This is an optimization exercise on Yosys and OpenROAD, whose aim is small area, not a production implementation. RTL that was checked went through simulation tests only; none was proved equivalent to the original. Power is estimated from default activity; no workload was simulated.

## core16
module core16 (
    input  wire        clk,
    input  wire        rst,           
    input  wire [15:0] load_addr,     
    input  wire [15:0] init_pc,       
    output wire        mem_req,
    output wire        mem_we,
    output wire [15:0] mem_addr,
    output wire [7:0]  mem_wdata,
    input  wire        mem_ack,
    input  wire [15:0] mem_rdata,
    output wire        disp_valid,
    output wire [15:0] disp_data,
    output wire        halted,
    output wire        faulted,
    output wire [1:0]  fault_code,
    output wire [16:0] fault_info,
    output wire [15:0] ac_out,
    output reg  [31:0] hits,
    output reg  [31:0] misses
);
Settings: LEC_CHECK=0, CAP_MARGIN=20, CORE_MARGIN=2, CORE_UTILIZATION=65, PLACE_DENSITY=0.75, SLEW_MARGIN=20; clock period 9.0 ns.
standard.sh (not shown) runs the stock make flow with config.mk's settings and CLKGATE_MAP_FILE= SYNTH_SCRIPT=/design/flow/synth_recipe.tcl, a recipe that flattens the netlist after the stock synthesis.
==> flow/flow/run.sh <==
#!/bin/bash
# Standard ORFS layout with: an area-oriented ABC script in the standard
# synthesis, smaller port buffers and a leaner clock tree.
set -euo pipefail
export FLOW_WORK=$PWD
export AREA_ABC_SCRIPT=$PWD/flow/abc_area.script
export BUFFER_PORTS_ARGS="-buffer_cell sky130_fd_sc_hd__buf_1"
export CTS_ARGS="-sink_clustering_enable -repair_clock_nets -buf_list sky130_fd_sc_hd__clkbuf_4 -sink_clustering_size 8 -sink_clustering_max_diameter 40 -dont_use_dummy_load"
sed "s#SYNTH_SCRIPT=[^ ]*#SYNTH_SCRIPT=$PWD/flow/synth_wrap.tcl#" standard.sh > own.sh
grep -q "synth_wrap.tcl" own.sh
bash own.sh > standard.log 2>&1
==> flow/flow/abc_area.script <==
&get -n
&st
&deepsyn -J 100 -T 0
&dch -f
&nf -a -R 1000 -p
&put
topo
stime -c
==> flow/flow/synth_wrap.tcl <==
# The standard synthesis (synth_recipe.tcl), with its ABC mapping script
# swapped for an area-oriented one. Registers are mapped before ABC runs,
# so they are the same as the standard synthesis's.
proc abc {args} {
  set i [lsearch -exact $args -script]
  if {$i >= 0} {
    set args [lreplace $args [expr {$i + 1}] [expr {$i + 1}] $::env(AREA_ABC_SCRIPT)]
  }
  yosys abc {*}$args
}
source $::env(FLOW_WORK)/synth_recipe.tcl
Rerun with:
--- a/flow/config.mk
+++ b/flow/config.mk
@@ -8,5 +8,4 @@
 export CAP_MARGIN = 20
 export CORE_MARGIN = 2
-export CORE_UTILIZATION = 65
-export PLACE_DENSITY = 0.75
+export CORE_UTILIZATION = 55
 export SLEW_MARGIN = 20
Core utilization decreases by 9.8 points.
Die area came out higher by about a fifth.
Sequential cell count stays the same.
Rerun with:
==> flow/flow/run.sh (replaced) <==
#!/bin/bash
# Standard ORFS layout with: an area-oriented ABC script in the standard
# synthesis, smaller port buffers and a leaner clock tree.
set -euo pipefail
export FLOW_WORK=$PWD
export AREA_ABC_SCRIPT=$PWD/flow/abc_area.script
export BUFFER_PORTS_ARGS="-buffer_cell sky130_fd_sc_hd__buf_1"
export CTS_ARGS="-sink_clustering_enable -repair_clock_nets -buf_list sky130_fd_sc_hd__clkbuf_4 -sink_clustering_size 10 -sink_clustering_max_diameter 40 -dont_use_dummy_load"
sed "s#SYNTH_SCRIPT=[^ ]*#SYNTH_SCRIPT=$PWD/flow/synth_wrap.tcl#" standard.sh > own.sh
grep -q "synth_wrap.tcl" own.sh
bash own.sh > standard.log 2>&1
--- a/flow/config.mk
+++ b/flow/config.mk
@@ -8,4 +8,5 @@
 export CAP_MARGIN = 20
 export CORE_MARGIN = 2
-export CORE_UTILIZATION = 55
+export CORE_UTILIZATION = 65
+export PLACE_DENSITY = 0.75
 export SLEW_MARGIN = 20
After rerunning: The new run completed with no timing, DRC or antenna violations. Routed wire length goes up by 0.60%. Cell area drops by 1.1%. Hold slack gets better by 0.011 ns. Synthesized area does not change. Global-route usage climbs by 4.4 points. Clock skew went up by 0.0099 ns. Maximum frequency increases by 0.85%.
Rerun with:
==> flow/flow/run.sh (replaced) <==
#!/bin/bash
# Standard ORFS layout with: an area-oriented ABC script in the standard
# synthesis, smaller port buffers and a leaner clock tree.
set -euo pipefail
export FLOW_WORK=$PWD
export AREA_ABC_SCRIPT=$PWD/flow/abc_area.script
export BUFFER_PORTS_ARGS="-buffer_cell sky130_fd_sc_hd__buf_1"
export CTS_ARGS="-sink_clustering_enable -repair_clock_nets -buf_list sky130_fd_sc_hd__clkbuf_4 -sink_clustering_size 8 -sink_clustering_max_diameter 40 -dont_use_dummy_load"
sed "s#SYNTH_SCRIPT=[^ ]*#SYNTH_SCRIPT=$PWD/flow/synth_wrap.tcl#" standard.sh > own.sh
grep -q "synth_wrap.tcl" own.sh
bash own.sh > standard.log 2>&1
--- a/flow/config.mk
+++ b/flow/config.mk
@@ -8,5 +8,5 @@
 export CAP_MARGIN = 20
 export CORE_MARGIN = 2
-export CORE_UTILIZATION = 65
-export PLACE_DENSITY = 0.75
+export CORE_UTILIZATION = 70
+export PLACE_DENSITY = 0.85
 export SLEW_MARGIN = 20
What happened:
- The new run finished clean
- design area rises by 0.38%
- combinational power rises by 2.7%
- synthesized area does not change
- worst setup slack is worse by 0.042 ns
- wire length rises by 4.1%
- synthesized cell count is unchanged
- die area falls by 6.9%
- register-to-register slack hardly moves

========
== sierra ==
Another version of the RTL of core16 (not shown whole).
Size in the first run: about 740 cells after synthesis, about 260 flip-flops, roughly 200 I/O pins, about 9400 µm² of cells after synthesis.
## core16
module core16 (
    input  wire        clk,
    input  wire        rst,           
    input  wire [15:0] load_addr,     
    input  wire [15:0] init_pc,       
    output wire        mem_req,
    output wire        mem_we,
    output wire [15:0] mem_addr,
    output wire [7:0]  mem_wdata,
    input  wire        mem_ack,
    input  wire [15:0] mem_rdata,
    output wire        disp_valid,
    output wire [15:0] disp_data,
    output wire        halted,
    output wire        faulted,
    output wire [1:0]  fault_code,
    output wire [16:0] fault_info,
    output wire [15:0] ac_out,
    output reg  [31:0] hits,
    output reg  [31:0] misses
);
    localparam [3:0] OP_START = 4'h0, OP_LOAD = 4'h1, OP_LOADM = 4'h2,
                     OP_STORE = 4'h3, OP_CMPM = 4'h4, OP_CJMP  = 4'h5,
                     OP_JMP   = 4'h6, OP_ADD  = 4'h7, OP_ADDM  = 4'h8,
                     OP_SUB   = 4'h9, OP_SUBM = 4'hA, OP_MUL   = 4'hB,
                     OP_MULM  = 4'hC, OP_DISP = 4'hD, OP_HALT  = 4'hE,
                     OP_BAD   = 4'hF;
  ...
==> flow/config.mk <==
export PLATFORM = sky130hd
export DESIGN_NAME = core16
export DESIGN_NICKNAME = core16
export VERILOG_FILES = /design/flow/design.v
export SDC_FILE = /design/flow/constraint.sdc
export NUM_CORES = 4
export LEC_CHECK = 0
export CAP_MARGIN = 20
export CORE_MARGIN = 2
export CORE_UTILIZATION = 68
export SLEW_MARGIN = 20
==> flow/constraint.sdc <==
create_clock -name core_clock -period 9.0 [get_ports {clk}]
set_input_delay 1.8000 -clock core_clock [delete_from_list [all_inputs] [get_ports {clk}]]
set_output_delay 1.8000 -clock core_clock [all_outputs]
set_load 0.01 [all_outputs]
==> flow/flow/run.sh <==
#!/bin/bash
# Standard ORFS layout with: an area-oriented ABC script in the standard
# synthesis, smaller port buffers and a leaner clock tree.
set -euo pipefail
export FLOW_WORK=$PWD
export AREA_ABC_SCRIPT=$PWD/flow/abc_area.script
export BUFFER_PORTS_ARGS="-buffer_cell sky130_fd_sc_hd__buf_1"
export CTS_ARGS="-sink_clustering_enable -repair_clock_nets -buf_list sky130_fd_sc_hd__clkbuf_4 -sink_clustering_size 8 -sink_clustering_max_diameter 40 -dont_use_dummy_load"
sed "s#SYNTH_SCRIPT=[^ ]*#SYNTH_SCRIPT=$PWD/flow/synth_wrap.tcl#" standard.sh > own.sh
grep -q "synth_wrap.tcl" own.sh
bash own.sh > standard.log 2>&1
Scripts as last shown in full above: flow/flow/abc_area.script, flow/flow/synth_wrap.tcl
> inputs changed (sierra -> indigo)
- CORE_UTILIZATION changed from 68 to 55
--- outcome ---
- Looking at headroom to the max-slew limit, indigo sits 0.97 points below sierra.
- On worst setup margin: indigo sits below sierra.
- In indigo, the total length of routed wires came out about 12% below the value in sierra.
- Between indigo and sierra, the difference in fraction of power consumed by combinational cells is negligible.
- Looking at detailed-route vias per instance across indigo and sierra, the one that comes out higher is sierra.
- Compared with sierra, the router placed fewer vias in indigo.
- Combinational power went down by a few percent going from sierra to indigo.
- Final cell area: indigo above sierra
- Side by side, non-clock buffer count turned out higher in indigo than in sierra.
- On fmax, indigo does worse than sierra.
- On indigo: worst-skew pair later-pin latency is 0.02 ns higher than what sierra gave.
### indigo -> juniper
- GPL_TIMING_DRIVEN: unset -> 0
Notes after the runs:
Any difference in clock-pin slew reported for the worst setup and hold paths after clock tree synthesis between juniper and indigo is small enough to ignore. Delta (juniper minus indigo): overall power consumption went up by 0.93%, worst hold slack decreased by 0.0061 ns relative to the old numbers.
## Diff of input files: yarrow against juniper
- clearing GPL_TIMING_DRIVEN, which used to be 0
- swapping 20 for 0 in CAP_MARGIN
- swapping 20 for 0 in SLEW_MARGIN
### Flow results
Re global-route usage: yarrow is 0.68 points up on juniper.
Detailed-route via count ended up 0.88% lower on yarrow than on juniper.
yarrow completed every stage of the flow, and the final layout passed the timing, design-rule and antenna checks.
The run showing the smaller power is yarrow.
[compare] base=juniper new=yarrow: wire length shows an increase of about 3%, clock power shows a reduction of about 2%.

========
core16, a different RTL version from the one above (not shown whole).
Size: about 1100 cells after synthesis, roughly 260 flip-flops.
// core16
module core16 (
    input  wire        clk,
    input  wire        rst,           
    input  wire [15:0] load_addr,     
    input  wire [15:0] init_pc,       
    output wire        mem_req,
    output wire        mem_we,
    output wire [15:0] mem_addr,
    output wire [7:0]  mem_wdata,
    input  wire        mem_ack,
    input  wire [15:0] mem_rdata,
    output wire        disp_valid,
    output wire [15:0] disp_data,
    output wire        halted,
    output wire        faulted,
    output wire [1:0]  fault_code,
    output wire [16:0] fault_info,
    output wire [15:0] ac_out,
    output reg  [31:0] hits,
    output reg  [31:0] misses
);
    localparam [3:0] OP_START = 4'h0, OP_LOAD = 4'h1, OP_LOADM = 4'h2,
                     OP_STORE = 4'h3, OP_CMPM = 4'h4, OP_CJMP  = 4'h5,
                     OP_JMP   = 4'h6, OP_ADD  = 4'h7, OP_ADDM  = 4'h8,
                     OP_SUB   = 4'h9, OP_SUBM = 4'hA, OP_MUL   = 4'hB,
                     OP_MULM  = 4'hC, OP_DISP = 4'hD, OP_HALT  = 4'hE,
                     OP_BAD   = 4'hF;
    localparam [2:0] S_LOOK  = 3'd0,    
                     S_XFER  = 3'd1,    
                     S_EX    = 3'd2,    
                     S_MUL   = 3'd3,    
                     S_EA    = 3'd4,    
                     S_HALT  = 3'd5,
                     S_FLTA  = 3'd6,    
                     S_FLTI  = 3'd7;    
    localparam [1:0] P_F0 = 2'd0, P_F1 = 2'd1, P_D0 = 2'd2, P_D1 = 2'd3;
    reg [2:0]  st;
    reg [1:0]  ph;
    reg [3:0]  cnt;
    reg [3:0]  rp;         
    reg        mm;
    reg [16:0] adr;
    reg [16:0] pc;
    reg [15:0] ac;
  ...
clock: 9.0 ns
lec_check: 0
abc_area: 1
cap_margin: 20
core_margin: 2
core_utilization: 55
slew_margin: 20
==> flow/flow/run.sh <==
#!/bin/bash
# Standard ORFS layout, with smaller port buffers and a leaner clock tree.
set -euo pipefail
export BUFFER_PORTS_ARGS="-buffer_cell sky130_fd_sc_hd__buf_1"
export CTS_ARGS="-sink_clustering_enable -repair_clock_nets -buf_list sky130_fd_sc_hd__clkbuf_4 -dont_use_dummy_load"
bash standard.sh > standard.log 2>&1
The first run completed without violations.
Change:
ABC_AREA = not set   (was 1)
After rerunning:
- cell area shrinks by a few percent
- setup slack degrades by 40 ps
- synthesized area shrinks by a few percent
Function was not checked in any run of this note: the RTL went through the layout flow alone.

[what the ideal ports hide]
How much do the figures lean on ideal ports? The routed layouts below were timed once more, with nothing changed but the port constraints. Step 1 sets driving cells, clkbuf_16 on the clock port and buf_2 on the other inputs (assumed; they add their load-dependent delay and slew). Step 2, shift: input delay + t, output delay - t, t = (earliest + latest rising clock arrival at the registers) / 2. This alone moves slack from input paths to output paths. a / b / c = ideal ports / drivers / drivers and shift; a / b = the first two.
run	t, ns	setup WS [ns]	worst setup path after step 2	worst register clock-pin slew, ns
the first run of note 1	0.633	0.283 / 0.297 / -0.337	input to register	0.10 / 0.10
the second run of note 1	0.635	0.190 / 0.201 / -0.434	input to register	0.10 / 0.10
the third run of note 1	0.632	0.265 / 0.278 / -0.354	input to register	0.11 / 0.11
the fourth run of note 1	0.657	0.222 / 0.241 / -0.415	input to register	0.09 / 0.09
sierra	0.630	0.386 / 0.386 / 0.072	input to register	0.10 / 0.10
indigo	0.641	0.336 / 0.336 / -0.074	input to register	0.09 / 0.09
juniper	0.643	0.276 / 0.276 / 0.029	input to register	0.10 / 0.10
yarrow	0.637	0.332 / 0.332 / -0.079	input to register	0.09 / 0.09
the first run of note 3	0.655	0.419 / 0.419 / -0.103	input to register	0.07 / 0.07
the second run of note 3	0.653	0.379 / 0.379 / -0.177	input to register	0.06 / 0.06
With both steps, setup timing fails in 8 of these runs, where it was met with ideal ports. The setup slack of the fourth run of note 1, which loses most, moves by +0.019 ns with the drivers and by -0.637 ns with both steps.
